This is an optimization exercise on Yosys and OpenROAD, whose aim is small area, not a production implementation.
Only simulation tests tie the RTL to the original design; equivalence was not proved.
Power figures rest on the tool's default switching activity, not on a simulated workload.

Design sgmux, start of the top module:
module sgmux (
    input  wire         clk,
    input  wire         rst,
    input  wire         h_we,
    input  wire [5:0]   h_idx,
    input  wire [31:0]  h_wdata,
    output reg  [31:0]  h_rdata,
    input  wire [2:0]   sector,
    input  wire [255:0] rslt,
    output wire [79:0]  clist,
    output wire [15:0]  ia,
    output wire [15:0]  ib,
    output wire [15:0]  ic,
    output wire [15:0]  udcb,
    output wire [15:0]  aux
);
Settings: LEC_CHECK=0, CAP_MARGIN=20, CORE_MARGIN=2, CORE_UTILIZATION=65, SLEW_MARGIN=20; clock period 12.0 ns.
standard.sh (not shown) runs the stock make flow with config.mk's settings and CLKGATE_MAP_FILE= SYNTH_SCRIPT=/design/flow/synth_recipe.tcl, a recipe that flattens the netlist after the stock synthesis.
==> flow/flow/run.sh <==
#!/bin/bash
# Standard ORFS layout (the standard.sh, unchanged synthesis script and
# registers) with area-oriented options:
#  - ABC maps the combinational logic with an area-recovering script
#    (flow/abc_area_map.script) in place of ORFS's delay-oriented one; timing
#    is then repaired by the normal placement/CTS/route repair steps,
#  - port buffers made from the smallest buffer cell,
#  - clock tree from clkbuf_4 cells, without dummy balancing loads.
# make's output goes to standard.log; each ORFS step keeps its own log under
# orfs/logs/.
set -uo pipefail
here=$(pwd)
rm -rf "$here/orfs_scripts"
cp -r "$FLOW_HOME/scripts" "$here/orfs_scripts"
cp "$here/flow/abc_area_map.script" "$here/orfs_scripts/abc_speed.script"
export SCRIPTS_DIR="$here/orfs_scripts"
export BUFFER_PORTS_ARGS="-buffer_cell sky130_fd_sc_hd__buf_1"
export CTS_ARGS="-sink_clustering_enable -repair_clock_nets -buf_list sky130_fd_sc_hd__clkbuf_4 -dont_use_dummy_load"
bash standard.sh > standard.log 2>&1
==> flow/flow/abc_area_map.script <==
&get -n
&st
&dch -f
&nf -R 1000 -p -F 8 -A 4
&st
&syn2
&dch -f
&nf -R 1000 -p -F 8 -A 4
&st
&synch2
&nf -R 1000 -p -F 8 -A 4
&st
&dch -f
&nf -R 1000 -p -F 8 -A 4
&st
&dch -f
&nf -R 1000 -p -F 8 -A 4
&st
&syn2
&dch -f
&nf -R 1000 -p -F 8 -A 4
&st
&dch -f
&nf -R 1000 -p -F 8 -A 4
&st
&dch -f
&nf -R 1000 -p -F 8 -A 4
&put
topo
stime -c
dnsize -c
The first run completed without violations.
Rerun with:
--- a/flow/flow/run.sh
+++ b/flow/flow/run.sh
@@ -8 +8,2 @@
-#  - clock tree from clkbuf_4 cells, without dummy balancing loads.
+#  - clock tree from clkbuf_8 cells in sink clusters of at most 16 flip-flops
+#    within 60 um, without dummy balancing loads.
@@ -18 +19 @@
-export CTS_ARGS="-sink_clustering_enable -repair_clock_nets -buf_list sky130_fd_sc_hd__clkbuf_4 -dont_use_dummy_load"
+export CTS_ARGS="-sink_clustering_enable -repair_clock_nets -buf_list sky130_fd_sc_hd__clkbuf_8 -sink_clustering_size 16 -sink_clustering_max_diameter 60 -dont_use_dummy_load"
Effect:
- worst setup slack loses 0.24 ns
- register-to-register slack gains 0.08 ns
- non-clock buffer count drops by 1
- maximum frequency drops by 2.1%
- first-iteration DRC count drops by 1.5%
- core utilization drops by 0.72 points
- die area is unchanged
- synthesized area is unchanged
- synthesized cell count is unchanged
Rerun with:
--- a/flow/flow/run.sh
+++ b/flow/flow/run.sh
@@ -8,2 +8 @@
-#  - clock tree from clkbuf_8 cells in sink clusters of at most 16 flip-flops
-#    within 60 um, without dummy balancing loads.
+#  - clock tree from clkbuf_4 cells, without dummy balancing loads.
@@ -19 +18 @@
-export CTS_ARGS="-sink_clustering_enable -repair_clock_nets -buf_list sky130_fd_sc_hd__clkbuf_8 -sink_clustering_size 16 -sink_clustering_max_diameter 60 -dont_use_dummy_load"
+export CTS_ARGS="-sink_clustering_enable -repair_clock_nets -buf_list sky130_fd_sc_hd__clkbuf_4 -dont_use_dummy_load"
Settings changed: CAP_MARGIN 20 to 10, SLEW_MARGIN 20 to 10.
Result: Sequential cell count is unchanged. Wire length is about the same. Sequential power is about the same. Global-route usage went up by 0.51 points. Count of clock-buffer cells in the layout goes up by 71. Worst setup slack gets better by 0.15 ns. Die area stays the same. Power is higher by 2.9%. Design area rises by 0.77%. Synthesized cell count is unchanged. Clock power rose by 24%.

-- port drivers added, routing unchanged --
Ports are ideal in the flow. The routed layouts listed here were re-timed in OpenROAD.
Step 1 sets driving cells, clkbuf_16 on the clock port and buf_2 on the other inputs (assumed; they add their load-dependent delay and slew).
Step 2 moves the port delays by t, midway between the first and last clock arrival at a register: inputs arrive t later, outputs are due t later. That takes back most of the time a late clock gives input paths.
Slacks: ideal / step 1 / step 2; pairs: ideal / step 1.
| run | t, ns | setup WS [ns] | worst setup path after step 2 | worst register clock-pin slew, ns |
|---|---|---|---|---|
| the first run | 0.995 | 0.905 / 0.889 / -0.106 | input to register | 0.08 / 0.08 |
| the second run | 0.685 | 0.665 / 0.665 / -0.020 | input to register | 0.11 / 0.11 |
| the third run | 0.913 | 0.811 / 0.755 / -0.063 | input to register | 0.08 / 0.08 |
Met with ideal ports but missed after step 2: setup timing in every run listed. The setup slack of the first run, which loses most, moves by -0.016 ns with the drivers and by -1.011 ns with both steps.
